Source: an optimization exercise on an open RTL-to-GDS flow (aim: small area). Production flows keep margins and buffers that such runs may drop. The RTL was checked by simulation tests, not by an equivalence proof against the original design. Power and IR drop assume default switching activity.

===== design/flow/config.mk =====
export PLATFORM = sky130hd
export DESIGN_NAME = msf60_core
export DESIGN_NICKNAME = msf60_core
export VERILOG_FILES = /design/flow/design.v
export SDC_FILE = /design/flow/constraint.sdc
export NUM_CORES = 4
export LEC_CHECK = 0
export ABC_AREA = 1
export CAP_MARGIN = 20
export CORE_MARGIN = 2
export CORE_UTILIZATION = 40
export PLACE_DENSITY = 0.6
export SLEW_MARGIN = 20

===== design/flow/constraint.sdc =====
create_clock -name core_clock -period 15.0 [get_ports {clk}]
set_input_delay 3.0000 -clock core_clock [delete_from_list [all_inputs] [get_ports {clk}]]
set_output_delay 3.0000 -clock core_clock [all_outputs]
set_load 0.01 [all_outputs]

===== design/flow/design.v =====
module msf60_fields (
    input  wire [3:0] ck,
    input  wire [7:0] v,
    input  wire       known,
    output wire [8:0] value
);
    reg [3:0] tmask;
    always @* begin
        case (ck)
            4'd2:    tmask = 4'b1111;
            4'd3:    tmask = 4'b0001;
            4'd4:    tmask = 4'b0011;
            4'd5:    tmask = 4'b0000;
            4'd6:    tmask = 4'b0011;
            default: tmask = 4'b0111;
        endcase
    end
    wire [3:0] tens  = v[7:4] & tmask;
    wire [3:0] units = v[3:0] & {ck != 4'd5, 3'b111};
    wire       ok    = known && tens <= 4'd9 && units <= 4'd9;
    wire [7:0] bin   = {tens, 3'b000} + {3'b000, tens, 1'b0} + {4'b0000, units};
    assign value = ok ? {1'b1, bin} : 9'd0;
endmodule
module msf60_core (
    input  wire        clk,
    input  wire        rst,           
    input  wire        cmd_valid,
    output wire        cmd_ready,
    input  wire [63:0] cmd_word,
    output wire        rsp_valid,
    output wire [31:0] rsp_data,
    output wire        acc_valid,
    input  wire        acc_ready,
    output wire [3:0]  acc_kind,
    output wire [8:0]  acc_value,
    output wire        acc_is_valid,
    output wire        acc_track,
    input  wire        acc_answer
);
    localparam [31:0] K_A0     = 32'd150_000;
    localparam [31:0] K_AA     = 32'd250_000;
    localparam [31:0] K_AB     = 32'd350_000;
    localparam [31:0] K_MIN    = 32'd550_000;
    localparam [31:0] K_RUN    = 32'd1_500_000;
    localparam [31:0] K_P450   = 32'd450_000;
    localparam [31:0] K_PMIN   = 32'd650_000;
    localparam [31:0] K_SPIKE0 = 32'd30_000;
    localparam [4:0] S_CLR  = 5'd0;    
    localparam [4:0] S_IDLE = 5'd1;
    localparam [4:0] S_EA   = 5'd2;    
    localparam [4:0] S_EB   = 5'd3;    
    localparam [4:0] S_EW   = 5'd4;    
    localparam [4:0] S_SA   = 5'd5;    
    localparam [4:0] S_SB   = 5'd6;    
    localparam [4:0] S_M1   = 5'd7;    
    localparam [4:0] S_M2   = 5'd8;    
    localparam [4:0] S_P    = 5'd9;    
    localparam [4:0] S_CALL = 5'd10;   
    localparam [4:0] S_FW   = 5'd11;   
    localparam [4:0] S_FC   = 5'd12;   
    localparam [4:0] S_PRE  = 5'd13;   
    localparam [4:0] S_RSP  = 5'd14;   
    localparam [4:0] S_RV   = 5'd15;   
    localparam [4:0] S_RB   = 5'd16;   
    localparam [3:0] T_ZERO = 4'd0;
    localparam [3:0] T_EDGE = 4'd1;
    localparam [3:0] T_DEC  = 4'd2;
    localparam [3:0] T_ADV  = 4'd3;
    localparam [3:0] T_SPK  = 4'd4;
    localparam [3:0] T_QLEN = 4'd5;
    localparam [3:0] T_QMRK = 4'd6;
    localparam [3:0] T_RBUF = 4'd7;
    localparam [3:0] T_RD0  = 4'd8;    
    reg [5:0]  c;
    reg [4:0]  st;
    reg [3:0]  typ;
    reg [5:0]  arg;             
    reg [3:0]  ck;              
    reg [63:0] sk, sa, sb;      
    reg [31:0] t0r, odr, spr;   
    reg [31:0] X;
    reg [5:0]  second;
    reg        have_t0, new_second, new_minute, first_minute, gate_q;
    reg [3:0]  pk, px;          
    reg        dk, ds;          
    reg [3:0]  dc;              
    reg        added;
    reg        mp, m60;         
    reg        md1, md2;
    reg [7:0]  V;               
    reg        K;               
    reg        bw;              
    reg        lt_sp, c150, c250, c350, c550, c1500, le450;
    reg        o150, onz, ole450, ole650;
    wire [4:0] ph   = c[4:0];
    wire       ph0  = ph == 5'd0;
    wire       ph31 = ph == 5'd31;
    wire       c63  = c == 6'd63;
    wire       flag = arg[0];
    wire s59 = second == 6'd59;
    wire s60 = second == 6'd60;
    wire s61 = second == 6'd61;
    wire k_o  = s59 ? sk[63] : s61 ? sk[1] : sk[0];
    wire a_o  = s59 ? sa[63] : s61 ? sa[1] : sa[0];
    wire b_o  = s59 ? sb[63] : s61 ? sb[1] : sb[0];
    wire b_om = s59 ? sb[62] : s61 ? sb[0] : sb[63];    
    wire [7:0] wk = {sk[1], sk[0], sk[63:58]};
    wire [7:0] wa = {sa[1], sa[0], sa[63:58]};
    wire m_now = (&wk) && (wa == 8'b0_111111_0);    
    wire ext = mp ? (s59 | s60 | s61) : (s60 & ~m60);
    wire [5:0] ml = (mp & s59) ? 6'd59 :
                    ((mp & s61) | (s60 & ~mp & m60)) ? 6'd61 : 6'd60;
    wire [3:0] pok = pk & px;
    wire sok = (&pok) & dk & mp;
    wire accept = cmd_valid && cmd_ready;
    wire [7:0] op = cmd_word[63:56];
    wire z_hi = cmd_word[55:40] == 16'd0;
    wire z_im = cmd_word[39:33] == 7'd0;
    wire z_32 = ~cmd_word[32];
    wire z_d  = cmd_word[31:0] == 32'd0;
    reg [3:0] ntyp;
    always @* begin
        ntyp = T_ZERO;
        case (op)
            8'h01: if (z_hi & z_im)               ntyp = T_EDGE;
            8'h02: if (z_hi & z_im & z_d)         ntyp = T_DEC;
            8'h03: if (z_hi & z_im & z_32 & z_d)  ntyp = T_ADV;
            8'h04: if (z_hi & z_im & z_32)        ntyp = T_SPK;
            8'h05: if (z_hi & z_im & z_32 & z_d)  ntyp = T_QLEN;
            8'h06: if (z_hi & z_im & z_d)         ntyp = T_QMRK;
            8'h07: if (z_hi & z_d && cmd_word[39:32] < 8'd7)
                                                  ntyp = T_RD0 + {1'b0, cmd_word[34:32]};
            8'h08: if (z_hi & z_d && cmd_word[39:38] == 2'd0)
                                                  ntyp = T_RBUF;
            default: ;
        endcase
    end
    wire xa = X[0];
    wire d_bit = xa ^ t0r[0] ^ (bw & ~ph0);
    wire bw_n  = ph0 ? (~xa & t0r[0]) : ((~xa & t0r[0]) | (~(xa ^ t0r[0]) & bw));
    function lts;                     
        input prev, a, b;
        lts = (a ^ b) ? b : prev;
    endfunction
    wire commit = have_t0 & ~lt_sp;
    wire gt450  = ~ole450;
    reg       e_wr, e_min, e_ns;
    reg [2:0] e_val;
    always @* begin
        e_wr = 1'b0; e_min = 1'b0; e_ns = 1'b0; e_val = 3'b000;
        if (flag) begin
            if (c1500) e_ns = ~le450;
            else       e_wr = 1'b1;
        end else if (c150) begin
            if (onz & o150)  begin e_wr = 1'b1; e_val = 3'b101; end
            else if (gt450)  begin e_wr = 1'b1; e_val = 3'b100; end
        end else if (c250 & gt450) begin
            e_wr = 1'b1; e_val = 3'b110;
        end else if (c350 & gt450) begin
            e_wr = 1'b1; e_val = 3'b111;
        end else if (c550 & ~ole650) begin
            e_wr = 1'b1; e_val = 3'b111; e_min = 1'b1;
        end else begin
            e_wr = 1'b1;
        end
    end
    wire [5:0] e_slot = e_min ? 6'd0 : second;
    wire ew_now = (st == S_EW) && (~commit || ~e_wr || c == e_slot);
    reg [5:0] f_s, f_e;
    always @* begin
        case (ck)
            4'd2:    begin f_s = 6'd17; f_e = 6'd24; end
            4'd3:    begin f_s = 6'd25; f_e = 6'd29; end
            4'd4:    begin f_s = 6'd30; f_e = 6'd35; end
            4'd5:    begin f_s = 6'd36; f_e = 6'd38; end
            4'd6:    begin f_s = 6'd39; f_e = 6'd44; end
            4'd7:    begin f_s = 6'd45; f_e = 6'd51; end
            default: begin f_s = 6'd53; f_e = 6'd59; end
        endcase
    end
    wire is_dst = ck == 4'd8;
    wire fc_shift = ~is_dst | (c == 6'd54) | (c == 6'd58) | (c == 6'd59);
    wire f_in = is_dst ? ((c == 6'd53 || c == 6'd58) ? k_o : b_om) : a_o;
    wire [8:0] f_val;
    msf60_fields u_fields (.ck(ck), .v(V), .known(K), .value(f_val));
    reg f_valid;
    always @* begin
        case (ck)
            4'd2:    f_valid = pok[0];
            4'd3:    f_valid = pok[1];
            4'd4:    f_valid = &pok[2:0];
            4'd5:    f_valid = pok[2];
            default: f_valid = pok[3];
        endcase
        if (flag) f_valid = sok;
    end
    assign acc_valid    = st == S_CALL;
    assign acc_kind     = ck;
    assign acc_value    = is_dst ? {5'd0, V[1], V[0], V[3], V[2]} : f_val;
    assign acc_is_valid = f_valid;
    assign acc_track    = added;
    wire   fire         = acc_valid && acc_ready;
    wire in_g1 = c >= 6'd17 && c <= 6'd24;
    wire in_g2 = c >= 6'd25 && c <= 6'd35;
    wire in_g3 = c >= 6'd36 && c <= 6'd38;
    wire in_g4 = c >= 6'd39 && c <= 6'd51;
    wire [3:0] in_a = {in_g4, in_g3, in_g2, in_g1};
    wire [3:0] in_b = {c == 6'd57, c == 6'd56, c == 6'd55, c == 6'd54};
    wire in_pos = c >= 6'd1 && c <= 6'd8;
    wire in_neg = c >= 6'd9 && (s59 ? c <= 6'd15 : c <= 6'd16);
    wire run_first = c == 6'd1 || c == 6'd9;
    wire one_r   = sk[0] & sb[0];
    wire zero_pr = sk[63] & ~sb[63];
    wire [5:0] status = {gate_q, have_t0, first_minute, 1'b0, new_minute, new_second};
    wire [4:0] d5 = ds ? (5'd0 - {1'b0, dc}) : {1'b0, dc};
    wire [8:0] dut1_r = {dk, {3{d5[4]}}, d5} & {9{dk}};
    wire [7:0] par_r = {pk[3], pok[3], pk[2], pok[2], pk[1], pok[1], pk[0], pok[0]};
    reg src;
    always @* begin
        src = 1'b0;
        case (typ)
            T_EDGE, T_RD0: src = ph < 5'd6 && status[ph[2:0]];
            T_DEC:  src = (ph == 5'd0 && ext) || (ph == 5'd1 && ext && sok);
            T_QLEN: src = ph < 5'd6 && ml[ph[2:0]];
            T_QMRK: src = ph == 5'd0 && mp;
            T_RBUF: src = ph < 5'd4 && (ph[1] ? (ph[0] ? arg[2] : arg[0]) : (ph[0] ? arg[2] : arg[1]));
            4'd9:   src = ph < 5'd6 && second[ph[2:0]];
            4'd10:  src = t0r[0];
            4'd11:  src = odr[0];
            4'd12:  src = spr[0];
            4'd13:  src = ph < 5'd8 && par_r[ph[2:0]];
            4'd14:  src = ph < 5'd9 && dut1_r[ph[3:0]];
            default: src = 1'b0;
        endcase
    end
    reg xin;
    always @* begin
        case (st)
            S_EA:              xin = d_bit;
            S_EB, S_SA, S_SB:  xin = xa;
            default:           xin = src;
        endcase
    end
    assign cmd_ready = (st == S_IDLE) && ph31;
    assign rsp_valid = st == S_RV;
    assign rsp_data  = X;
    wire clr = st == S_CLR;
    wire s_wr = ew_now && commit && e_wr;
    wire [2:0] s_in = clr ? 3'b000 : s_wr ? e_val : {sk[0], sa[0], sb[0]};
    wire t0_in = clr ? 1'b0 : (st == S_EA) ? xa : t0r[0];
    wire od_in = clr ? 1'b0 : (st == S_EB && commit) ? xa : odr[0];
    wire sp_in = clr ? K_SPIKE0[ph] : (st == S_SB && c150) ? xa : spr[0];
    always @(posedge clk) begin
        sk  <= {s_in[2], sk[63:1]};
        sa  <= {s_in[1], sa[63:1]};
        sb  <= {s_in[0], sb[63:1]};
        t0r <= {t0_in, t0r[31:1]};
        odr <= {od_in, odr[31:1]};
        spr <= {sp_in, spr[31:1]};
        X   <= accept ? cmd_word[31:0] : {xin, X[31:1]};
        bw  <= bw_n;
        md1 <= m_now;
        md2 <= md1;
        if (c == second)
            mp <= (typ == T_QMRK) ? (flag ? m_now : md1) : md2;
        if (c == 6'd59)
            m60 <= m_now;
    end
    always @(posedge clk) begin
        if (st == S_EA)
            lt_sp <= lts(ph0 ? 1'b0 : lt_sp, d_bit, spr[0]);
        if (st == S_EB || st == S_SA)
            c150  <= lts(ph0 ? 1'b0 : c150,  xa, K_A0[ph]);
        if (st == S_EB) begin
            c250   <= lts(ph0 ? 1'b0 : c250,   xa, K_AA[ph]);
            c350   <= lts(ph0 ? 1'b0 : c350,   xa, K_AB[ph]);
            c550   <= lts(ph0 ? 1'b0 : c550,   xa, K_MIN[ph]);
            c1500  <= lts(ph0 ? 1'b0 : c1500,  xa, K_RUN[ph]);
            le450  <= lts(ph0 ? 1'b1 : le450,  xa, K_P450[ph]);
            o150   <= lts(ph0 ? 1'b0 : o150,   odr[0], K_A0[ph]);
            ole450 <= lts(ph0 ? 1'b1 : ole450, odr[0], K_P450[ph]);
            ole650 <= lts(ph0 ? 1'b1 : ole650, odr[0], K_PMIN[ph]);
            onz    <= (ph0 ? 1'b0 : onz) | odr[0];
        end
    end
    always @(posedge clk) begin
        if (rst) begin
            c            <= 6'd0;
            st           <= S_CLR;
            second       <= 6'd0;
            have_t0      <= 1'b0;
            new_second   <= 1'b0;
            new_minute   <= 1'b0;
            first_minute <= 1'b1;
            gate_q       <= 1'b0;
            pk           <= 4'd0;
            dk           <= 1'b0;
        end else begin
            c <= c + 6'd1;
            case (st)
                S_CLR: if (c63) st <= S_IDLE;
                S_IDLE: if (accept) begin
                    typ <= ntyp;
                    arg <= cmd_word[37:32];
                    case (ntyp)
                        T_EDGE: st <= S_EA;
                        T_SPK:  st <= S_SA;
                        T_DEC: begin
                            added <= 1'b0;
                            if (first_minute) st <= S_M1;
                            else begin ck <= 4'd0; st <= S_CALL; end
                        end
                        T_QLEN, T_QMRK: st <= S_M1;
                        T_RBUF: st <= S_RB;
                        T_ADV: begin
                            if (new_minute) begin
                                if (first_minute & gate_q) begin
                                    ck <= 4'd10; st <= S_CALL;
                                end else begin
                                    gate_q <= 1'b0; second <= 6'd0; st <= S_PRE;
                                end
                            end else begin
                                second <= (second >= 6'd61) ? 6'd0 : second + 6'd1;
                                st <= S_PRE;
                            end
                        end
                        default: st <= S_PRE;
                    endcase
                end
                S_EA: if (ph31) st <= S_EB;
                S_EB: if (ph31) st <= S_EW;
                S_EW: if (ew_now) begin
                    have_t0    <= 1'b1;
                    new_second <= commit & e_ns;
                    new_minute <= commit & e_min;
                    st <= S_PRE;
                end
                S_SA: if (ph31) st <= S_SB;
                S_SB: if (ph31) st <= S_RSP;
                S_RB: if (c == arg) begin
                    arg[2:0] <= {sk[0], sa[0], sb[0]};
                    st <= S_PRE;
                end
                S_M1: if (c63) st <= S_M2;
                S_M2: if (c63) begin
                    if (typ == T_DEC) begin
                        if (ext) st <= S_P;
                        else begin gate_q <= 1'b0; st <= S_RSP; end
                    end else st <= S_RSP;
                end
                S_P: begin
                    if (c == 6'd0) begin
                        pk <= 4'b1111; px <= 4'b0000;
                        dk <= 1'b1; ds <= 1'b0; dc <= 4'd0;
                    end else begin
                        if (|(in_a | in_b)) begin
                            pk <= pk & ~((in_a | in_b) & {4{~k_o}});
                            px <= px ^ ((in_a & {4{a_o}}) | (in_b & {4{b_o}}));
                        end
                        if (in_pos | in_neg) begin
                            if (~sk[0] || (one_r && zero_pr && ~run_first) ||
                                (c == 6'd9 && one_r && dc != 4'd0))
                                dk <= 1'b0;
                            if (one_r) dc <= dc + 4'd1;
                            if (c == 6'd9 && one_r) ds <= 1'b1;
                        end
                    end
                    if (c63) begin ck <= 4'd1; st <= S_CALL; end
                end
                S_CALL: if (fire) begin
                    case (ck)
                        4'd0: begin added <= acc_answer; st <= S_M1; end
                        4'd8: ck <= 4'd9;
                        4'd9: begin gate_q <= flag ? sok : dk; st <= S_PRE; end
                        4'd10: begin
                            if (acc_answer) first_minute <= 1'b0;
                            gate_q <= 1'b0;
                            second <= 6'd0;
                            st <= S_PRE;
                        end
                        default: begin ck <= ck + 4'd1; st <= S_FW; end
                    endcase
                end
                S_FW: if (c == f_s) begin
                    V  <= {V[6:0], f_in};
                    K  <= k_o;
                    st <= S_FC;
                end
                S_FC: begin
                    if (fc_shift) V <= {V[6:0], f_in};
                    K <= K & k_o;
                    if (c == f_e) st <= S_CALL;
                end
                S_PRE: if (ph31) st <= S_RSP;
                S_RSP: if (ph31) st <= S_RV;
                S_RV:  st <= S_IDLE;
                default: st <= S_IDLE;
            endcase
        end
    end
endmodule

===== design/flow/run.sh =====
#!/bin/bash
# synth_recipe.tcl (not shown) runs the flow's synth.tcl, then flattens the netlist and writes it again
# the make line also repeats each setting of config.mk as NAME=value (left out here)
make -C /OpenROAD-flow-scripts/flow DESIGN_CONFIG=/design/flow/config.mk WORK_HOME=/design/flow/orfs CLKGATE_MAP_FILE= SYNTH_SCRIPT=/design/flow/synth_recipe.tcl finish

==> reports/qor.txt, run 1 <==
Synth Cell Area: 13620 sq um
Total Routing Usage GR: 17.46%
core area: 33530 sq um
initial antenna violation count: 0
RR Endpoint: ck[2]$_DFFE_PP_
CP Max Fanout: 8
max_slew headroom: 24.85%
layout cell share with drive strength beyond 1: 7.543%
critical path class: reg -> out
Post-Route WL: 30.94 mm
sequential element share of the synthesized area: 61.61%
Synth cell types: 53
worst slew pin tran: 1117 ps
Pre-Repair DR Iteration Count: 5
clk_skew: 18.77 ps
FF-to-FF path depth: 9
Fin. Hold Viols: 0
Vias: 10122
Post-CTS Setup Repair Bufs: 0
P&R area growth vs syn: 21.99%
grt total ovfl: 0
WHS Endpoint: t0r[18]$_DFF_P_
via density per instance: 4.838
clk sink count: 396
Hold WC Path Type: reg -> reg
arrival time worst endpoint: 4120 ps
fin nets: 1712
hold slack final: 314.5 ps
total power: 2.444 mW
reg2reg start: c[3]$_SDFF_PP0_
top cell type by total area after synthesis: dfxtp_1
largest net degree at the start of global routing: 44
clock power share: 40.0%
CTS tree: built
die area: 35530 sq um
syn nets: 1574
CP Capture Type: output port
Critical Path Source Type: flop
part of the power in registers: 51.5%
first-pass GRT wire length: 50.39 mm
antenna cells: 0
post-synth top area share: 51.46%
IO buf count: 118
Starting Density: 40.60%
commonest non-fill, non-tap cell in the layout: dfxtp_1
initial drt markers: 738
flops & latches, synth: 396
most frequent cells in the layout: dfxtp_1, nand2_1, nor2_1
Die Y: 188.5 um
CP required: 12000 ps
worst reg2reg setup slack: 10790 ps
fin cells: 2092
Final ANT Viol Nets: 0
dpl cells: 2021
Min-Delay Startpoint: t0r[19]$_DFF_P_
maximum VDD drop: 0.09256 mV
Finished Core Util: 49.53%
RSZ-0062 raised after global routing: false
Combinational Power Share: 8.6%
Clock Latency Late Sink: 530 ps
hold path cells: 0
Max clock buf depth: 3
Mapped Cells: 1477
average wire per standard cell: 14.79 um
setup_tns: 0 ps
count of hold-fix buffers inserted at cts: 0
Psw: 0.5785 mW
Worst-path clk slew: 60 ps
outcome: complete, no violations
Main synth FF type: dfxtp_1
GPL Wtd Cong: 0.9667
H-tree depth: 2
Post-synth EDFFs: 46
Root Buffer: clkbuf_16
Final HPWL DP: 22.08 mm
YS warnings: 2
Final Slew Violations: 0
row cnt: 67
CTS buffer count: 40
Leak: 6.928 nW
cell internal pwr: 1.865 mW
max-cap viol count: 0
Die Wd: 188.5 um
largest cells by area after synthesis: dfxtp_1, edfxtp_1, nand2_1, nor2_1, inv_1
Syn Area/Cell: 9.218 sq um
pwr dens: 147.1 nW/um^2
switching share of power: 23.67%
final period utilization: 47.45%
Setup-failing EPs final: 0
fin crit period: 7117 ps
I/O pin cnt: 119
Max Fclk: 140.5 MHz
Post-synth ARST share: 0%
Gates resized, CTS repair: 0
DRC: 0
number of global-route vias before repair: 9806
==> power groups by stage <==
| stage | registers [mW] | clock network [mW] | logic [mW] |
|---|---|---|---|
| 3_3_place_gp | 1.28 | 0 | 0.205 |
| 5_1_grt | 1.27 | 1.05 | 0.235 |
| 2_1_floorplan | 1.26 | 0 | 0.136 |
| 4_1_cts | 1.26 | 1.00 | 0.208 |
| 3_5_place_dp | 1.28 | 0 | 0.207 |
| 6_report | 1.26 | 0.977 | 0.209 |
==> Yosys cell counts, drive strengths merged, types with 2 or more instances <==
| cell type | n |
|---|---|
| o211ai | 10 |
| ha | 26 |
| o221ai | 2 |
| nor2 | 181 |
| a21oi | 54 |
| nand3 | 62 |
| inv | 174 |
| a211oi | 4 |
| o2111ai | 4 |
| nand3b | 2 |
| a221oi | 3 |
| nor3 | 41 |
| clkbuf | 14 |
| dfxtp | 350 |
| nor3b | 3 |
| edfxtp | 46 |
| xor2 | 20 |
| nand2 | 305 |
| and3 | 2 |
| o31ai | 8 |
| o21ai | 77 |
| fa | 2 |
| nor4 | 12 |
| o41ai | 3 |
| clkinv | 2 |
| buf | 12 |
| or2 | 5 |
| o21a | 2 |
| nand4 | 16 |
| a31oi | 12 |
| o22ai | 14 |
==> worst max path at each step <==
stage / cells after the start / slack, ps / startpoint / to
floorplan: 16 / 8990 / ck[0]$_DFFE_PP_ / acc_value[6]
global placement: 16 / 8560 / ck[0]$_DFFE_PP_ / acc_value[6]
detailed placement: 16 / 8450 / ck[0]$_DFFE_PP_ / acc_value[6]
CTS: 16 / 7880 / ck[0]$_DFFE_PP_ / acc_value[6]
global route: 18 / 7630 / ck[0]$_DFFE_PP_ / acc_value[7]
finish: 16 / 7880 / ck[0]$_DFFE_PP_ / acc_value[6]
==> cells by family after synthesis <==
group | synth area share [%]
simple gates | 20.12
flops | 61.61
buf+inv | 5.679
compound gates | 8.565
fa+ha+maj | 2.683
xor+xnor | 1.351
==> state kept, by name, indices dropped and copies added (netlist names), 8 cells and up <==
name  count
sb       64
sk       64
odr      32
t0r      32
sa       64
spr      32
V         8
X        32
==> layout make-up <==
type | count | area [sq um]
flip-flops and latches | 396 | 8388
repair buffers | 122 | 1211
clock buffers | 60 | 1199
fillers | 3148 | 16920
clock inverters | 11 | 131.4
multi-input cells | 879 | 4459
inverters | 176 | 660.6
well taps | 448 | 560.5
==> worst max-delay path, stage by stage (launching register included) <==
cell and delay [ps]:
edfxtp_1 450, inv_1 150, ha_1 340, o21ai_2 150
inv_1 90, nor2_1 50, nand2_1 50, nand2_1 60
nand2_1 70, inv_2 60, fa_1 570, inv_1 70
fa_1 460, o21a_1 210, xor2_1 140, nor2_1 120
clkdlybuf4s50_1 540
==> metal layers <==
layer  wire [um]  share of wire, %  vias up  global-route usage (%)
met1       14610                47     4671                   24.01
met4         905               2.9        0                   5.980
met5           0                 0        -                       0
li1            -                 -     5088                       -
met2       13590                44      292                   27.64
met3        1837               5.9       71                   3.259
==> through the flow <==
stage                     cell area (sq um)  setup WS (ps)
after floorplan                       13620           8994
after global placement                15270           8563
after detailed placement              15280           8446
after CTS                             16610           7879
after global routing                  16610           7630
final                                 16610           7883
==> inputs of run 2 (changes only) <==
--- a/design/flow/config.mk
+++ b/design/flow/config.mk
@@ -11,2 +11,4 @@
 export CORE_UTILIZATION = 40
+export CTS_BUF_LIST = sky130_fd_sc_hd__clkbuf_4
+export CTS_CLUSTER_SIZE = 30
 export PLACE_DENSITY = 0.6
==> run 2 against run 1 <==
Still clean on timing, DRC and antenna; sequential power about the same; clock power down 11%; non-clock buffer count stayed put; wire length rose by 1.7%; count of clock-buffer cells in the layout is 82 higher; highest routed layer is now met5.
==> reports/qor.txt, run 2 <==
outcome: complete, no violations (unchanged)
RSZ-0062 raised after global routing: false (unchanged)
# fillers: 3201 (was 3148)
syn nets: 1574 (unchanged)
hold path cells: 0 (unchanged)
Final Slew Violations: 0 (unchanged)
CTS buffer count: 95 (was 40)
Hold WC Path Type: reg -> reg (unchanged)
Post-synth EDFFs: 46 (unchanged)
arrival time worst endpoint: 4360 ps (was 4120 ps)
max_slew headroom: 22.89% (was 24.85%)
fin cells: 2190 (was 2092)
CP required: 12000 ps (about the same)
number of global-route vias before repair: 10239 (was 9806)
Syn Area/Cell: 9.218 sq um (unchanged)
Gates resized, CTS repair: 0 (unchanged)
fin nets: 1767 (was 1712)
die area: 35530 sq um (unchanged)
layout cell share with drive strength beyond 1: 12.42% (was 7.543%)
most frequent cells in the layout: dfxtp_1, nand2_1, nor2_1 (unchanged)
FF-to-FF path depth: 9 (unchanged)
reg2reg start: c[3]$_SDFF_PP0_ (unchanged)
CTS tree: built (unchanged)
Starting Density: 40.60% (unchanged)
sequential element share of the synthesized area: 61.61% (unchanged)
count leader, synth: dfxtp_1 (unchanged)
Leak: 7.015 nW (was 6.928 nW)
Worst-path clk slew: 70 ps (was 60 ps)
post-synth top area share: 51.46% (unchanged)
setup_tns: 0 ps (unchanged)
top cell type by total area after synthesis: dfxtp_1 (unchanged)
GPL Wtd Cong: 0.9667 (unchanged)
hold slack final: 291.9 ps (was 314.5 ps)
Fin. Hold Viols: 0 (unchanged)
Post-CTS Setup Repair Bufs: 0 (unchanged)
RR Endpoint: ck[3]$_DFFE_PP_ (was ck[2]$_DFFE_PP_)
final period utilization: 49.03% (was 47.45%)
Main synth FF type: dfxtp_1 (unchanged)
largest net degree at the start of global routing: 44 (unchanged)
pwr dens: 141.5 nW/um^2 (was 147.1 nW/um^2)
average wire per standard cell: 14.36 um (was 14.79 um)
dpl cells: 2021 (unchanged)
Synth Cell Area: 13620 sq um (unchanged)
I/O pin cnt: 119 (unchanged)
Setup-failing EPs final: 0 (unchanged)
YS warnings: 2 (unchanged)
CP Max Fanout: 8 (unchanged)
fin crit period: 7355 ps (was 7117 ps)
IO buf count: 118 (unchanged)
Critical Path Source Type: flop (unchanged)
count of hold-fix buffers inserted at cts: 0 (unchanged)
Total Routing Usage GR: 18.03% (was 17.46%)
Clock Latency Late Sink: 760 ps (was 530 ps)
first-pass GRT wire length: 51.38 mm (was 50.39 mm)
largest cells by area after synthesis: dfxtp_1, edfxtp_1, nand2_1, nor2_1, inv_1 (unchanged)
Mapped Cells: 1477 (unchanged)
Synth cell types: 53 (unchanged)
Die Y: 188.5 um (unchanged)
core area: 33530 sq um (unchanged)
Synth top cells by count: dfxtp_1, nand2_1, nor2_1, inv_1, o21ai_0 (unchanged)
DRC: 0 (unchanged)
via density per instance: 4.782 (was 4.838)
worst slew pin tran: 1146 ps (was 1117 ps)
maximum VDD drop: 0.07459 mV (was 0.09256 mV)
Min-Delay Startpoint: sk[4]$_DFF_P_ (was t0r[19]$_DFF_P_)
Storage cell area: 8388 sq um (unchanged)
top flop regs: sa x64, sb x64, sk x64 (unchanged)
initial antenna violation count: 2 (was 0)
grt total ovfl: 0 (unchanged)
Max Fclk: 136.0 MHz (was 140.5 MHz)
worst reg2reg setup slack: 10830 ps (was 10790 ps)
Die Wd: 188.5 um (unchanged)
area of the multi-input gates: 4459 sq um (unchanged)
H-tree depth: 3 (was 2)
clk_skew: 69.66 ps (was 18.77 ps)
P&R area growth vs syn: 21.29% (was 21.99%)
Final HPWL DP: 22.08 mm (unchanged)
initial drt markers: 698 (was 738)
CP Capture Type: output port (unchanged)
Root Buffer: clkbuf_4 (was clkbuf_16)
Pre-Repair DR Iteration Count: 5 (unchanged)
flops & latches, synth: 396 (unchanged)
commonest non-fill, non-tap cell in the layout: dfxtp_1 (unchanged)
Final ANT Viol Nets: 0 (unchanged)
Post-Route WL: 31.46 mm (was 30.94 mm)
Vias: 10472 (was 10122)
WHS Endpoint: sk[3]$_DFF_P_ (was t0r[18]$_DFF_P_)
Max clock buf depth: 3 (unchanged)
Post-synth ARST share: 0% (unchanged)
critical path class: reg -> out (unchanged)
max-cap viol count: 0 (unchanged)
row cnt: 67 (unchanged)
clk sink count: 396 (unchanged)
-- run 2: routing by layer --
layer / wire length, um / GRT usage (%) / up-vias
met4: 901 / 7.722 / 2
met5: 39 / 0 / -
met1: 14560 / 23.51 / 4857
li1: - / - / 5255
met2: 13960 / 28.13 / 288
met3: 1993 / 4.954 / 70
-- run 2: worst max path at each step --
stage,start,endpoint,slack (ps),depth (start not counted)
after CTS,ck[0]$_DFFE_PP_,acc_value[6],7580,16
final,ck[0]$_DFFE_PP_,acc_value[6],7640,16
after floorplan,ck[0]$_DFFE_PP_,acc_value[6],8990,16
after global routing,ck[0]$_DFFE_PP_,acc_value[7],7330,18
after detailed placement,ck[0]$_DFFE_PP_,acc_value[6],8450,16
after global placement,ck[0]$_DFFE_PP_,acc_value[6],8560,16
-- run 2: worst max-delay path: stages, from the launching register on --
cell and delay, ps:
edfxtp_1 460, inv_1 150, ha_1 330, o21ai_2 160, inv_1 90, nor2_1 50, nand2_1 50, nand2_1 60
nand2_1 70, inv_2 60, fa_1 570, inv_1 70, fa_1 460, o21a_1 210, xor2_1 140, nor2_1 120
clkdlybuf4s50_1 540
-- run 2: power by group --
part | internal [mW] | switching (mW) | total (mW)
clock network | 0.468 | 0.402 | 0.869
registers | 1.21 | 0.0451 | 1.26
logic | 0.0771 | 0.133 | 0.210
total | 1.76 | 0.580 | 2.34
-- run 2: kinds of logic after synthesis --
family / synth area share (%)
buf+inv: 5.679
simple gates: 20.12
fa+ha+maj: 2.683
xor+xnor: 1.351
flops: 61.61
compound gates: 8.565
-- run 2: metrics by stage --
step | total power [mW] | utilization [%] | cell area (sq um) | setup WS, ps
after floorplan | 1.399 | - | 13620 | 8994
after global placement | 1.484 | 45.55 | 15270 | 8563
final | 2.337 | 49.25 | 16510 | 7645
after detailed placement | 1.486 | 45.57 | 15280 | 8446
after global routing | 2.470 | 49.24 | 16510 | 7329
after CTS | 2.374 | 49.23 | 16510 | 7580
-- run 2: layout make-up --
class | instances | area share, %
inverter | 176 | 4.000
tap | 448 | 3.394
timing repair buffer | 122 | 7.334
clock buffer | 142 | 6.455
sequential | 396 | 50.79
clock inverter | 24 | 0.9773
multi-input combinational | 879 | 27.00
antenna | 3 | 0.04546
==> inputs of run 3 (changes only) <==
--- a/design/flow/config.mk
+++ b/design/flow/config.mk
@@ -11,4 +11,5 @@
 export CORE_UTILIZATION = 40
-export CTS_BUF_LIST = sky130_fd_sc_hd__clkbuf_4
-export CTS_CLUSTER_SIZE = 30
+export CTS_BUF_LIST = sky130_fd_sc_hd__clkbuf_8
+export CTS_CLUSTER_DIAMETER = 100
+export CTS_CLUSTER_SIZE = 16
 export PLACE_DENSITY = 0.6
==> run 3 against run 2 <==
Still clean; combinational power about the same; critical path depth is the same; first-iteration DRC count shrank 0.29%; core utilization shrank 2.4 points; synthesized area stayed put; worst setup slack better by 150 ps; largest cell class unchanged; sequential power about the same; worst hold slack gained 18 ps; clock skew down 40 ps; clock power decreased by 44%; sequential share of layout area rose by 2.6 points; synthesized cell count stayed put; highest routed layer is now met4.
==> reports/qor.txt, run 3 <==
worst reg2reg setup slack: 10790 ps (was 10830 ps)
arrival time worst endpoint: 4200 ps (was 4360 ps)
Synth top cells by count: dfxtp_1, nand2_1, nor2_1, inv_1, o21ai_0 (unchanged)
largest cells by area after synthesis: dfxtp_1, edfxtp_1, nand2_1, nor2_1, inv_1 (unchanged)
die area: 35530 sq um (unchanged)
Fin. Hold Viols: 0 (unchanged)
CP required: 12000 ps (about the same)
worst slew pin tran: 1154 ps (was 1146 ps)
flops & latches, synth: 396 (unchanged)
commonest non-fill, non-tap cell in the layout: dfxtp_1 (unchanged)
average wire per standard cell: 14.78 um (was 14.36 um)
core area: 33530 sq um (unchanged)
sequential element share of the synthesized area: 61.61% (unchanged)
post-place setup slack: 8446 ps (unchanged)
IO buf count: 118 (unchanged)
Final Cell Area: 15720 sq um (was 16510 sq um)
layout cell share with drive strength beyond 1: 5.773% (was 12.42%)
syn nets: 1574 (unchanged)
Post-synth EDFFs: 46 (unchanged)
Setup-failing EPs final: 0 (unchanged)
Final ANT Viol Nets: 0 (unchanged)
grt total ovfl: 0 (unchanged)
initial antenna violation count: 0 (was 2)
Vias: 10024 (was 10472)
Worst-path clk slew: 120 ps (was 70 ps)
count leader, synth: dfxtp_1 (unchanged)
post-synth top area share: 51.46% (unchanged)
Post-synth ARST share: 0% (unchanged)
RSZ-0062 raised after global routing: false (unchanged)
CTS buffer count: 28 (was 95)
P&R area growth vs syn: 15.43% (was 21.29%)
Gates resized, CTS repair: 0 (unchanged)
initial drt markers: 696 (was 698)
Starting Density: 40.60% (unchanged)
most frequent cells in the layout: dfxtp_1, nand2_1, nor2_1 (unchanged)
Final Slew Violations: 0 (unchanged)
Leak: 6.534 nW (was 7.015 nW)
Final HPWL DP: 22.08 mm (unchanged)
Total Routing Usage GR: 17.13% (was 18.03%)
number of global-route vias before repair: 9595 (was 10239)
I/O pin cnt: 119 (unchanged)
Clock Latency Late Sink: 610 ps (was 760 ps)
antenna cells: 0 (was 3)
Synth cell types: 53 (unchanged)
Max clock buf depth: 3 (unchanged)
clk sink count: 396 (unchanged)
Post-Route WL: 30.42 mm (was 31.46 mm)
max_slew headroom: 22.38% (was 22.89%)
Die Y: 188.5 um (unchanged)
H-tree depth: 1 (was 3)
Critical Path Source Type: flop (unchanged)
largest net degree at the start of global routing: 44 (unchanged)
DRC: 0 (unchanged)
max-cap viol count: 0 (unchanged)
Synth Area in Simple Gates: 20.12% (unchanged)
CP Max Fanout: 8 (unchanged)
GPL Wtd Cong: 0.9667 (unchanged)
fin nets: 1700 (was 1767)
CTS tree: built (unchanged)
Pre-Repair DR Iteration Count: 5 (unchanged)
fin crit period: 7201 ps (was 7355 ps)
Adder-Cell Fraction of Synth Area: 2.683% (unchanged)
top cell type by total area after synthesis: dfxtp_1 (unchanged)
Syn Area/Cell: 9.218 sq um (unchanged)
final setup margin: 7799 ps (was 7645 ps)
Hold WC Path Type: reg -> reg (unchanged)
Main synth FF type: dfxtp_1 (unchanged)
row cnt: 67 (unchanged)
final period utilization: 48.00% (was 49.03%)
YS warnings: 2 (unchanged)
Root Buffer: clkbuf_8 (was clkbuf_4)
pwr dens: 124.0 nW/um^2 (was 141.5 nW/um^2)
main combinational cell family by area after synthesis: simple AND/OR/NAND/NOR gates (unchanged)
clk_skew: 29.39 ps (was 69.66 ps)
Die Wd: 188.5 um (unchanged)
fin cells: 2059 (was 2190)
first-pass GRT wire length: 49.59 mm (was 51.38 mm)
Synth Cell Area: 13620 sq um (unchanged)
critical path class: reg -> out (unchanged)
maximum VDD drop: 0.05870 mV (was 0.07459 mV)
mux share of post-synthesis cell area: 0% (unchanged)
Synth Area in Compound Gates: 8.565% (unchanged)
via density per instance: 4.868 (was 4.782)
Mapped Cells: 1477 (unchanged)
Post-CTS Setup Repair Bufs: 0 (unchanged)
dpl cells: 2021 (unchanged)
setup_tns: 0 ps (unchanged)
XOR/XNOR Fraction of Synth Area: 1.351% (unchanged)
outcome: complete, no violations (unchanged)
top flop regs: sa x64, sb x64, sk x64 (unchanged)
DP Area: 15280 sq um (unchanged)
count of hold-fix buffers inserted at cts: 0 (unchanged)
# fillers: 3238 (was 3201)
Max Fclk: 138.9 MHz (was 136.0 MHz)
CP Capture Type: output port (unchanged)
[run 3: cell counts after synthesis]
Identical to the previous run, type by type.
[run 3: stage by stage]
step	total power [mW]	util [%]	hold WS, ps
6_report	1.948	46.87	309.7
5_1_grt	2.054	46.87	316.3
4_1_cts	1.974	46.87	316.6
3_5_place_dp	1.486	45.57	312.1
3_3_place_gp	1.484	45.55	310.8
2_1_floorplan	1.399	-	309.6
[run 3: cell families after synthesis]
logic type | Yosys count
AO/OA/AOI/OAI | 199
flip-flops | 396
adder cells (fa/ha/maj) | 28
AND/OR/NAND/NOR | 631
buffers and inverters | 202
XOR/XNOR | 21
[run 3: path summary, 6_finish.rpt]
kind                         from               to  cells after the start
hold reg to reg     sk[2]$_DFF_P_    sk[1]$_DFF_P_                      0
setup reg to reg  c[3]$_SDFF_PP0_  ck[0]$_DFFE_PP_                      9
hold / removal      sk[2]$_DFF_P_    sk[1]$_DFF_P_                      0
setup / recovery  ck[0]$_DFFE_PP_     acc_value[6]                     16
[run 3: power breakdown]
group | switching, mW | internal [mW]
clock network | 0.311 | 0.172
logic | 0.132 | 0.0770
registers | 0.0446 | 1.21
[run 3: cell type report]
| type | instances | area [sq um] | area share, % |
|---|---|---|---|
| sequential | 396 | 8388 | 53.37 |
| multi-input combinational | 879 | 4459 | 28.37 |
| timing repair buffer | 122 | 1211 | 7.706 |
| inverter | 176 | 660.6 | 4.203 |
| tap | 448 | 560.5 | 3.567 |
| clock buffer | 28 | 385.4 | 2.452 |
| clock inverter | 10 | 51.30 | 0.3264 |
[run 3: critical path, stage by stage (launching register included)]
cell and delay (ps):
edfxtp_1 470, inv_1 150, ha_1 340, o21ai_2 160
inv_1 90, nor2_1 50, nand2_1 50, nand2_1 60
nand2_1 70, inv_2 60, fa_1 570, inv_1 70
fa_1 460, o21a_1 210, xor2_1 140, nor2_1 120
clkdlybuf4s50_1 540
[run 3: metal layers]
metal / vias up / part of all wire (%) / track usage [%] / wire, um
met2: 289 / 44 / 27.46 / 13420
li1: 5037 / - / - / -
met4: 0 / 2.6 / 5.078 / 794
met3: 60 / 6.5 / 2.738 / 1988
met1: 4638 / 47 / 23.87 / 14220
met5: - / 0 / 0 / 0
==> inputs of run 4 (changes only) <==
--- a/design/flow/config.mk
+++ b/design/flow/config.mk
@@ -7,3 +7,2 @@
 export LEC_CHECK = 0
-export ABC_AREA = 1
 export CAP_MARGIN = 20
@@ -11,5 +10,2 @@
 export CORE_UTILIZATION = 40
-export CTS_BUF_LIST = sky130_fd_sc_hd__clkbuf_8
-export CTS_CLUSTER_DIAMETER = 100
-export CTS_CLUSTER_SIZE = 16
 export PLACE_DENSITY = 0.6
==> run 4 against run 3 <==
Worst setup slack worse by 420 ps; critical endpoint is now acc_value[5]; register-to-register slack improved by 570 ps; clock power increased by 110%; cell area rose by 7.1%; still clean on timing, DRC and antenna; final cell count shrank 6.8%; sequential share of layout area down 3.5 points; sequential power down 13%.
==> reports/qor.txt, run 4 <==
outcome: complete, no violations (unchanged)
reg2reg start: c[1]$_SDFF_PP0_ (was c[3]$_SDFF_PP0_)
initial drt markers: 765 (was 696)
Adder-Cell Fraction of Synth Area: 2.618% (was 2.683%)
Pre-Repair DR Iteration Count: 5 (unchanged)
via density per instance: 5.151 (was 4.868)
IO buf count: 118 (unchanged)
Die Wd: 190.8 um (was 188.5 um)
row cnt: 68 (was 67)
Final Cell Area: 16830 sq um (was 15720 sq um)
core area: 34460 sq um (was 33530 sq um)
I/O pin cnt: 119 (unchanged)
Post-synth EDFFs: 46 (unchanged)
WHS Endpoint: odr[22]$_DFF_P_ (was sk[1]$_DFF_P_)
post-synth top area share: 50.20% (was 51.46%)
Mapped Cells: 1321 (was 1477)
WP buf/inv: 3 (was 5)
Hold WC Path Type: reg -> reg (unchanged)
Fin. Hold Viols: 0 (unchanged)
XOR/XNOR Fraction of Synth Area: 2.573% (was 1.351%)
max-cap viol count: 0 (unchanged)
layout cell share with drive strength beyond 1: 8.538% (was 5.773%)
met1 usage: 25.94% (was 23.87%)
Max clock buf depth: 3 (unchanged)
count of hold-fix buffers inserted at cts: 0 (unchanged)
Total Routing Usage GR: 18.12% (was 17.13%)
met2 Use GR: 26.49% (was 27.46%)
GPL Wtd Cong: 0.9437 (was 0.9667)
most frequent cells in the layout: dfxtp_1, nand2_1, clkdlybuf4s50_1 (was dfxtp_1, nand2_1, nor2_1)
largest net degree at the start of global routing: 34 (was 44)
Main synth FF type: dfxtp_1 (unchanged)
Synth Area in Compound Gates: 12.17% (was 8.565%)
count leader, synth: dfxtp_1 (unchanged)
commonest non-fill, non-tap cell in the layout: dfxtp_1 (unchanged)
CTS buffer count: 40 (was 28)
Min-Delay Startpoint: odr[23]$_DFF_P_ (was sk[2]$_DFF_P_)
RR Endpoint: px[1]$_SDFFCE_PP0P_ (was ck[0]$_DFFE_PP_)
Vias: 9885 (was 10024)
Synth cell types: 93 (was 53)
# fillers: 3130 (was 3238)
CTS tree: built (unchanged)
largest cells by area after synthesis: dfxtp_1, edfxtp_1, nand2_1, a21oi_1, nor2_1 (was dfxtp_1, edfxtp_1, nand2_1, nor2_1, inv_1)
Top Usage Layer GRT: met2 (unchanged)
hold slack final: 317.3 ps (was 309.7 ps)
clk sink count: 396 (unchanged)
max_slew headroom: 32.58% (was 22.38%)
arrival time worst endpoint: 4620 ps (was 4200 ps)
area of the multi-input gates: 5065 sq um (was 4459 sq um)
Top delay family on crit path: adder cells (unchanged)
Post-Route WL: 32.87 mm (was 30.42 mm)
Post-synth ARST share: 0% (unchanged)
Post-CTS Setup Repair Bufs: 0 (unchanged)
top cell type by total area after synthesis: dfxtp_1 (unchanged)
Synth Area in Simple Gates: 17.61% (was 20.12%)
YS warnings: 2 (unchanged)
grt total ovfl: 0 (unchanged)
top flop regs: sa x64, sb x64, sk x64 (unchanged)
hold path cells: 0 (unchanged)
Leak: 6.332 nW (was 6.534 nW)
pwr dens: 132.0 nW/um^2 (was 124.0 nW/um^2)
CP required: 12000 ps (about the same)
slowest stage delay, CP: 580 ps (was 570 ps)
Gates resized, CTS repair: 0 (unchanged)
Synth top cells by count: dfxtp_1, nand2_1, nor2_1, a21oi_1, o21ai_0 (was dfxtp_1, nand2_1, nor2_1, inv_1, o21ai_0)
die area: 36400 sq um (was 35530 sq um)
maximum VDD drop: 0.08354 mV (was 0.05870 mV)
initial antenna violation count: 0 (unchanged)
Die Y: 190.8 um (was 188.5 um)
Starting Density: 40.50% (was 40.60%)
DP Area: 15450 sq um (was 15280 sq um)
worst slew pin tran: 1002 ps (was 1154 ps)
first-pass GRT wire length: 52.50 mm (was 49.59 mm)
FF-to-FF path depth: 8 (was 9)
H-tree depth: 2 (was 1)
Critical Path Source Type: flop (unchanged)
Worst-path clk slew: 60 ps (was 120 ps)
Final HPWL DP: 22.66 mm (was 22.08 mm)
average wire per standard cell: 17.13 um (was 14.78 um)
P&R area growth vs syn: 20.61% (was 15.43%)
Clock Latency Late Sink: 530 ps (was 610 ps)
CP Capture Type: output port (unchanged)
antenna cells: 0 (unchanged)
worst-path cell chain: inv_1 > ha_1 > clkinv_1 > or3_1 > a21boi_1 > fa_1 > ha_1 > a21o_1 > a21oi_1 > nor2b_1 > nor3_1 > clkdlybuf4s50_1 (was inv_1 > ha_1 > o21ai_2 > inv_1 > nor2_1 > nand2_1 > nand2_1 > nand2_1 > inv_2 > fa_1 > inv_1 > fa_1 > o21a_1 > xor2_1 > nor2_1 > clkdlybuf4s50_1)
CP dominant cell by count: ha_1
Slowest-stage cell, CP: ha_1 (was fa_1)
mux share of post-synthesis cell area: 1.300% (was 0%)
Synth Cell Area: 13960 sq um (was 13620 sq um)
Syn Area/Cell: 10.57 sq um (was 9.218 sq um)
syn nets: 1418 (was 1574)
RSZ-0062 raised after global routing: false (unchanged)
critical path class: reg -> out (unchanged)
fin crit period: 7616 ps (was 7201 ps)
Global Route met3 Usage: 4.472% (was 2.738%)
Finished Core Util: 48.85% (was 46.87%)
fin nets: 1530 (was 1700)
final period utilization: 50.78% (was 48.00%)
DRC: 0 (unchanged)
Setup-failing EPs final: 0 (unchanged)
Max Fclk: 131.3 MHz (was 138.9 MHz)
clk_skew: 20.79 ps (was 29.39 ps)
setup_tns: 0 ps (unchanged)
Final ANT Viol Nets: 0 (unchanged)
Final Slew Violations: 0 (unchanged)
sequential element share of the synthesized area: 60.10% (was 61.61%)
worst reg2reg setup slack: 11360 ps (was 10790 ps)
Root Buffer: clkbuf_16 (was clkbuf_8)
number of global-route vias before repair: 9562 (was 9595)
total power: 2.222 mW (was 1.948 mW)
flops & latches, synth: 396 (unchanged)
main combinational cell family by area after synthesis: simple AND/OR/NAND/NOR gates (unchanged)
Storage cell area: 8388 sq um (unchanged)
CP Max Fanout: 18 (was 8)
==> run 4: power by group <==
| group | internal, mW | switching (mW) |
|---|---|---|
| registers | 1.08 | 0.0105 |
| logic | 0.0465 | 0.0657 |
| clock network | 0.603 | 0.415 |
==> run 4: worst max path at each step <==
stage	cells after the start	slack, ps	startpoint	end
after detailed placement	12	7970	ck[0]$_DFFE_PP_	acc_value[5]
after floorplan	14	8990	ck[0]$_DFFE_PP_	acc_value[6]
after CTS	12	7410	ck[0]$_DFFE_PP_	acc_value[5]
final	12	7380	ck[0]$_DFFE_PP_	acc_value[5]
after global routing	13	7120	ck[0]$_DFFE_PP_	acc_value[7]
after global placement	12	8130	ck[0]$_DFFE_PP_	acc_value[5]
==> run 4: area by class of cell <==
type                       instances  share of cell area [%]
clock buffer                      52                   6.823
tap                              455                   3.382
timing repair buffer             130                   7.552
sequential                       396                   49.83
multi-input combinational        823                   30.09
clock inverter                    21                   1.390
inverter                          42                  0.9365
==> run 4: worst register-to-register path, delay by kind of cell, from the launching register on <==
family | cells | cell delay (ps)
and+or+nand+nor | 5 | 1960
adders and majority gates | 1 | 450
DFF | 1 | 300
buffers and inverters | 2 | 570
==> run 4: cells by family after synthesis <==
logic type / Yosys count
AND/OR/NAND/NOR: 473
flip-flops: 396
AO/OA/AOI/OAI: 263
buffers and inverters: 102
XOR/XNOR: 41
adder cells (fa/ha/maj): 28
multiplexers: 18
==> run 4: metrics by stage <==
step	setup WS (ps)	instances
6_report	7384	1919
5_1_grt	7118	1919
4_1_cts	7413	1919
3_5_place_dp	7974	1846
3_3_place_gp	8129	1846
2_1_floorplan	8986	1321
==> run 4: routing by layer <==
metal | part of all wire [%] | wire length [um]
met1 | 47 | 15560
met3 | 7.6 | 2496
met4 | 3.0 | 977
met5 | 0 | 0
met2 | 42 | 13830
==> inputs of run 5 (changes only) <==
==> design/flow/flow/run.sh (new file) <==
#!/bin/bash
# Standard layout, with the port buffers that buffer_ports inserts made the
# smallest buffer of the library instead of clkdlybuf4s50_1.
set -euo pipefail
export BUFFER_PORTS_ARGS="-buffer_cell sky130_fd_sc_hd__buf_1"
bash standard.sh > standard.log 2>&1
==> design/flow/standard.sh (new file) <==
#!/bin/bash
# synth_recipe.tcl (not shown) runs the flow's synth.tcl, then flattens the netlist and writes it again
# the make line also repeats each setting of config.mk as NAME=value (left out here)
make -C /OpenROAD-flow-scripts/flow DESIGN_CONFIG=/design/flow/config.mk WORK_HOME=/design/flow/orfs CLKGATE_MAP_FILE= SYNTH_SCRIPT=/design/flow/synth_recipe.tcl "${@:-finish}"
--- a/design/flow/config.mk
+++ b/design/flow/config.mk
@@ -7,2 +7,3 @@
 export LEC_CHECK = 0
+export ABC_AREA = 1
 export CAP_MARGIN = 20
removed: design/flow/run.sh
==> run 5 against run 4 <==
Still clean; sequential cell count unchanged; final cell count up 9.2%; maximum frequency up 14%; first-iteration DRC count down 27%; sequential share of layout area up 2.9 points; power up 10%; count of clock-buffer cells in the layout up 6; synthesized area down 2.4%; combinational power up 75%; register-to-register slack worse by 140 ps; cell area down 5.4%; wire length down 4.7%; critical path type unchanged.
==> reports/qor.txt, run 5 <==
outcome: complete, no violations (unchanged)
CP Capture Type: output port (unchanged)
most frequent cells in the layout: dfxtp_1, nand2_1, nor2_1 (was dfxtp_1, nand2_1, clkdlybuf4s50_1)
dpl cells: 2023 (was 1846)
initial drt markers: 558 (was 765)
setup_tns: 0 ps (unchanged)
Die Wd: 188.5 um (was 190.8 um)
number of global-route vias before repair: 9945 (was 9562)
Starting Density: 40.60% (was 40.50%)
max_slew headroom: 28.70% (was 32.58%)
Gates resized, CTS repair: 0 (unchanged)
Syn Area/Cell: 9.218 sq um (was 10.57 sq um)
I/O pin cnt: 119 (unchanged)
count leader, synth: dfxtp_1 (unchanged)
CTS buffer count: 40 (unchanged)
P&R area growth vs syn: 16.90% (was 20.61%)
clk sink count: 396 (unchanged)
Storage cell area: 8388 sq um (unchanged)
Max Fclk: 149.3 MHz (was 131.3 MHz)
core area: 33530 sq um (was 34460 sq um)
RSZ-0062 raised after global routing: false (unchanged)
Post-CTS Setup Repair Bufs: 0 (unchanged)
row cnt: 67 (was 68)
Pre-Repair DR Iteration Count: 5 (unchanged)
sequential element share of the synthesized area: 61.61% (was 60.10%)
maximum VDD drop: 0.07459 mV (was 0.08354 mV)
count of hold-fix buffers inserted at cts: 0 (unchanged)
Root Buffer: clkbuf_16 (unchanged)
DRC: 0 (unchanged)
first-pass GRT wire length: 50.78 mm (was 52.50 mm)
Hold WC Path Type: reg -> reg (unchanged)
clk_skew: 16.32 ps (was 20.79 ps)
syn nets: 1574 (was 1418)
Leak: 6.644 nW (was 6.332 nW)
# fillers: 3250 (was 3130)
Final ANT Viol Nets: 0 (unchanged)
hold path cells: 0 (unchanged)
Final Cell Area: 15920 sq um (was 16830 sq um)
grt total ovfl: 0 (unchanged)
Post-synth EDFFs: 46 (unchanged)
arrival time worst endpoint: 3700 ps (was 4620 ps)
commonest non-fill, non-tap cell in the layout: dfxtp_1 (unchanged)
Die Y: 188.5 um (was 190.8 um)
Synth top cells by count: dfxtp_1, nand2_1, nor2_1, inv_1, o21ai_0 (was dfxtp_1, nand2_1, nor2_1, a21oi_1, o21ai_0)
final period utilization: 44.67% (was 50.78%)
CP Max Fanout: 8 (was 18)
die area: 35530 sq um (was 36400 sq um)
total power: 2.449 mW (was 2.222 mW)
Total Routing Usage GR: 17.69% (was 18.12%)
H-tree depth: 2 (unchanged)
via density per instance: 4.866 (was 5.151)
layout cell share with drive strength beyond 1: 7.767% (was 8.538%)
Final Slew Violations: 0 (unchanged)
top cell type by total area after synthesis: dfxtp_1 (unchanged)
critical path class: reg -> out (unchanged)
largest cells by area after synthesis: dfxtp_1, edfxtp_1, nand2_1, nor2_1, inv_1 (was dfxtp_1, edfxtp_1, nand2_1, a21oi_1, nor2_1)
Synth cell types: 53 (was 93)
Post-Route WL: 31.32 mm (was 32.87 mm)
CTS tree: built (unchanged)
flops & latches, synth: 396 (unchanged)
Fin. Hold Viols: 0 (unchanged)
GPL Wtd Cong: 0.9324 (was 0.9437)
Main synth FF type: dfxtp_1 (unchanged)
top flop regs: sa x64, sb x64, sk x64 (unchanged)
Post-synth ARST share: 0% (unchanged)
area of the multi-input gates: 4461 sq um (was 5065 sq um)
Critical Path Source Type: flop (unchanged)
worst reg2reg setup slack: 11220 ps (was 11360 ps)
IO buf count: 118 (unchanged)
Synth Cell Area: 13620 sq um (was 13960 sq um)
Mapped Cells: 1477 (was 1321)
initial antenna violation count: 0 (unchanged)
Clock Latency Late Sink: 540 ps (was 530 ps)
fin nets: 1714 (was 1530)
DP Area: 14550 sq um (was 15450 sq um)
antenna cells: 0 (unchanged)
Setup-failing EPs final: 0 (unchanged)
Vias: 10200 (was 9885)
worst slew pin tran: 1060 ps (was 1002 ps)
Worst-path clk slew: 60 ps (about the same)
fin cells: 2096 (was 1919)
max-cap viol count: 0 (unchanged)
fin crit period: 6700 ps (was 7616 ps)
FF-to-FF path depth: 9 (was 8)
CP required: 12000 ps (about the same)
post-synth top area share: 51.46% (was 50.20%)
Max clock buf depth: 3 (unchanged)
largest net degree at the start of global routing: 44 (was 34)
average wire per standard cell: 14.94 um (was 17.13 um)
Final HPWL DP: 22.32 mm (was 22.66 mm)
pwr dens: 153.9 nW/um^2 (was 132.0 nW/um^2)
YS warnings: 2 (unchanged)
==> run 5: cell types whose count changed after synthesis, sizes merged, moves of 17 or more <==
cell and change:
nor2 +82, inv +136, mux2i -17, nand2 +132, a21oi -25, clkbuf -29
nor2b -17, nand2b -19, xnor2 -22, nand3 +32
==> run 5: metal layers <==
| metal | routed length, um | up-vias | track usage (%) | part of all wire [%] |
|---|---|---|---|---|
| li1 | - | 5091 | - | - |
| met2 | 13590 | 349 | 27.71 | 43 |
| met1 | 14730 | 4691 | 24.41 | 47 |
| met5 | 0 | - | 0 | 0 |
| met4 | 883 | 0 | 6.340 | 2.8 |
| met3 | 2124 | 69 | 3.371 | 6.8 |
==> run 5: cells by family (layout without fill, tap and decap cells) <==
group	Yosys count	count (layout)	synth area share, %
AND/OR/NAND/NOR	631	631	20.12
flip-flops	396	396	61.61
buffers and inverters	202	373	5.679
AO/OA/AOI/OAI	199	199	8.565
adder cells (fa/ha/maj)	28	28	2.683
XOR/XNOR	21	21	1.351
==> run 5: worst max-delay path: stages, from the launching register on <==
cell	delay, ps
edfxtp_1	460
inv_1	150
ha_1	340
o21ai_2	150
inv_1	90
nor2_1	50
nand2_1	50
nand2_1	60
nand2_1	70
inv_2	50
fa_1	570
inv_1	70
fa_1	450
o21a_1	210
xor2_1	130
nor2_1	110
buf_1	150
==> run 5: power breakdown <==
part | internal [mW] | switching (mW)
clock | 0.577 | 0.416
sequential | 1.21 | 0.0464
combinational | 0.0612 | 0.135
total | 1.85 | 0.598
==> run 5: final timing paths <==
check,startpoint,to
max,ck[0]$_DFFE_PP_,acc_value[6]
max reg2reg,c[3]$_SDFF_PP0_,ck[2]$_DFFE_PP_
min,sa[23]$_DFF_P_,sa[22]$_DFF_P_
min reg2reg,sa[23]$_DFF_P_,sa[22]$_DFF_P_
==> run 5: stage by stage <==
step	hold WS (ps)	setup WS, ps	util (%)
after floorplan	309.6	8994	-
after global placement	310.8	8933	43.40
after detailed placement	312.1	8867	43.40
after CTS	324.4	8280	47.45
after global routing	327.7	8031	47.47
final	322.9	8300	47.47
==> run 5: area by class of cell <==
type                            instances  area share [%]
Sequential cell                       396           52.70
Inverter                              176           4.151
Clock inverter                         15           1.108
Timing Repair Buffer                  124           3.066
Multi-Input combinational cell        879           28.02
Clock buffer                           58           7.429
Tap cell                              448           3.522
==> inputs of run 6 (changes only) <==
--- a/design/flow/config.mk
+++ b/design/flow/config.mk
@@ -11,2 +11,5 @@
 export CORE_UTILIZATION = 40
+export CTS_BUF_LIST = sky130_fd_sc_hd__clkbuf_8
+export CTS_CLUSTER_DIAMETER = 100
+export CTS_CLUSTER_SIZE = 12
 export PLACE_DENSITY = 0.6
==> run 6 against run 5 <==
Still clean; non-clock buffer count is 1 higher; register-to-register slack lost 40 ps; clock power fell by 43%; synthesized area unchanged; maximum frequency down 0.55%; largest power group unchanged; highest routed layer unchanged.
==> reports/qor.txt, run 6 <==
flops & latches, synth: 396 (unchanged)
grt total ovfl: 0 (unchanged)
IO buf count: 118 (unchanged)
hold path cells: 0 (unchanged)
met1 usage: 24.13% (was 24.41%)
layout cell share with drive strength beyond 1: 6.577% (was 7.767%)
Root Buffer: clkbuf_8 (was clkbuf_16)
clk_skew: 47.41 ps (was 16.32 ps)
H-tree depth: 2 (unchanged)
count leader, synth: dfxtp_1 (unchanged)
largest cells by area after synthesis: dfxtp_1, edfxtp_1, nand2_1, nor2_1, inv_1 (unchanged)
top flop regs: sa x64, sb x64, sk x64 (unchanged)
Synth top cells by count: dfxtp_1, nand2_1, nor2_1, inv_1, o21ai_0 (unchanged)
initial drt markers: 544 (was 558)
FF-to-FF path depth: 9 (unchanged)
Die Wd: 188.5 um (unchanged)
Final Slew Violations: 0 (unchanged)
sequential element share of the synthesized area: 61.61% (unchanged)
Max Fclk: 148.4 MHz (was 149.3 MHz)
Starting Density: 40.60% (unchanged)
outcome: complete, no violations (unchanged)
DRC: 0 (unchanged)
clk sink count: 396 (unchanged)
max-cap viol count: 0 (unchanged)
Post-synth ARST share: 0% (unchanged)
RSZ-0062 raised after global routing: false (unchanged)
worst slew pin tran: 825.4 ps (was 1060 ps)
Final ANT Viol Nets: 0 (unchanged)
P&R area growth vs syn: 11.31% (was 16.90%)
post-synth top area share: 51.46% (unchanged)
first-pass GRT wire length: 50.49 mm (was 50.78 mm)
via density per instance: 4.834 (was 4.866)
# fillers: 3317 (was 3250)
GPL Wtd Cong: 0.9324 (unchanged)
die area: 35530 sq um (unchanged)
pwr dens: 133.4 nW/um^2 (was 153.9 nW/um^2)
Max clock buf depth: 3 (unchanged)
number of global-route vias before repair: 9887 (was 9945)
Top Usage Layer GRT: met2 (unchanged)
Post-synth EDFFs: 46 (unchanged)
CP required: 12000 ps (about the same)
fin nets: 1713 (was 1714)
Clock Latency Late Sink: 570 ps (was 540 ps)
row cnt: 67 (unchanged)
Leak: 6.334 nW (was 6.644 nW)
CP Capture Type: output port (unchanged)
final period utilization: 44.91% (was 44.67%)
core area: 33530 sq um (unchanged)
Synth Cell Area: 13620 sq um (unchanged)
Post-Route WL: 31.07 mm (was 31.32 mm)
fin crit period: 6737 ps (was 6700 ps)
Synth cell types: 53 (unchanged)
I/O pin cnt: 119 (unchanged)
arrival time worst endpoint: 3740 ps (was 3700 ps)
setup_tns: 0 ps (unchanged)
count of hold-fix buffers inserted at cts: 0 (unchanged)
Hold WC Path Type: reg -> reg (unchanged)
commonest non-fill, non-tap cell in the layout: dfxtp_1 (unchanged)
CTS buffer count: 38 (was 40)
syn nets: 1574 (unchanged)
average wire per standard cell: 14.97 um (was 14.94 um)
Syn Area/Cell: 9.218 sq um (unchanged)
critical path class: reg -> out (unchanged)
YS warnings: 2 (unchanged)
Mapped Cells: 1477 (unchanged)
most frequent cells in the layout: dfxtp_1, nand2_1, nor2_1 (unchanged)
Post-CTS Setup Repair Bufs: 0 (unchanged)
Critical Path Source Type: flop (unchanged)
Main synth FF type: dfxtp_1 (unchanged)
Die Y: 188.5 um (unchanged)
Worst-path clk slew: 90 ps (was 60 ps)
hold slack final: 293.6 ps (was 322.9 ps)
antenna cells: 0 (unchanged)
total power: 2.022 mW (was 2.449 mW)
Total Routing Usage GR: 17.64% (was 17.69%)
Vias: 10031 (was 10200)
Pre-Repair DR Iteration Count: 5 (unchanged)
maximum VDD drop: 0.06910 mV (was 0.07459 mV)
top cell type by total area after synthesis: dfxtp_1 (unchanged)
Gates resized, CTS repair: 0 (unchanged)
CP Max Fanout: 8 (unchanged)
CTS tree: built (unchanged)
Fin. Hold Viols: 0 (unchanged)
max_slew headroom: 44.91% (was 28.70%)
Setup-failing EPs final: 0 (unchanged)
largest net degree at the start of global routing: 44 (unchanged)
Final HPWL DP: 22.32 mm (unchanged)
Global Route met3 Usage: 3.557% (was 3.371%)
met2 Use GR: 27.52% (was 27.71%)
initial antenna violation count: 0 (unchanged)
[run 6: changes by cell type in the layout (fill, tap and decap cells not counted), sizes merged]
cell      before  now
clkbuf        58   40
clkinv        10    2
inv          177  185
clkinvlp       3    1
bufinv         1    0
[run 6: through the flow]
step | instance area, sq um | worst slack [ps] | std cells | utilization [%]
finish | 15160 | 8263 | 2075 | 45.20
CTS | 15140 | 8211 | 2074 | 45.16
global placement | 14550 | 8933 | 2023 | 43.40
global route | 15160 | 7968 | 2075 | 45.20
detailed placement | 14550 | 8867 | 2023 | 43.40
floorplan | 13620 | 8994 | 1477 | -
[run 6: critical path: stages (launching register included)]
cell and delay [ps]:
edfxtp_1 460, inv_1 150, ha_1 330, o21ai_2 150
inv_1 90, nor2_1 50, nand2_1 50, nand2_1 60
nand2_1 70, inv_2 50, fa_1 570, inv_1 70
fa_1 450, o21a_1 210, xor2_1 130, nor2_1 110
buf_1 150
[run 6: kinds of logic after synthesis]
group           count (synthesis)  synth area share (%)
fa+ha+maj                      28                 2.683
xor+xnor                       21                 1.351
flops                         396                 61.61
simple gates                  631                 20.12
compound gates                199                 8.565
buf+inv                       202                 5.679
[run 6: where the power goes]
group / internal (mW) / switching, mW
Combinational: 0.0611 / 0.136
Sequential: 1.21 / 0.0455
Clock: 0.238 / 0.330
Total: 1.51 / 0.511
[run 6: area by class of cell]
type                    count  area, sq um  share of cell area, %
clock inverters            12        56.30                 0.3715
well taps                 448        560.5                  3.699
clock buffers              39        536.8                  3.542
inverters                 176        660.6                  4.359
repair buffers            125        493.0                  3.253
multi-input cells         879         4461                  29.43
flip-flops and latches    396         8388                  55.35
[run 6: path summary, 6_finish.rpt]
check,start,end,slack [ps]
max,ck[0]$_DFFE_PP_,acc_value[6],8260
min,sk[53]$_DFF_P_,sk[52]$_DFF_P_,290
max reg2reg,c[3]$_SDFF_PP0_,ck[0]$_DFFE_PP_,11180
min reg2reg,sk[53]$_DFF_P_,sk[52]$_DFF_P_,290
[run 6: metal layers]
layer  wire length (um)  vias to the layer above
li1                   -                     5060
met1              14830                     4617
met2              13490                      283
met3               1764                       71
met4                980                        0
met5                  0                        -

## static timing again, ports no longer ideal
The results above use ideal ports. As a check the final layouts listed here were re-extracted and re-timed, cells and wires unchanged.
Step 1 (the two cells are an assumption about what drives the block):
set clk [get_ports {clk}]
set_driving_cell -lib_cell sky130_fd_sc_hd__clkbuf_16 $clk
set_driving_cell -lib_cell sky130_fd_sc_hd__buf_2 [delete_from_list [all_inputs] $clk]
Step 2 adds t to the input delays and takes it off the output delays; t is the mean of the earliest and latest rising clock arrival at the registers after step 1. Input paths then give back, and output paths get back, about the clock's delay inside the block.
Three values: no drivers, after step 1, after step 2; two values: the first two.
run	shift t [ns]	setup WS [ns]	worst register clock-pin slew, ns
run 1	0.570	7.883 / 7.835 / 8.405	0.06 / 0.06
run 2	0.772	7.645 / 7.601 / 8.372	0.07 / 0.07
run 3	0.639	7.799 / 7.755 / 8.393	0.12 / 0.12
run 4	0.566	7.384 / 7.335 / 7.901	0.07 / 0.07
run 5	0.582	8.300 / 8.250 / 8.832	0.07 / 0.07
run 6	0.596	8.263 / 8.217 / 8.813	0.11 / 0.11
After both steps setup and hold are still met in every run listed.
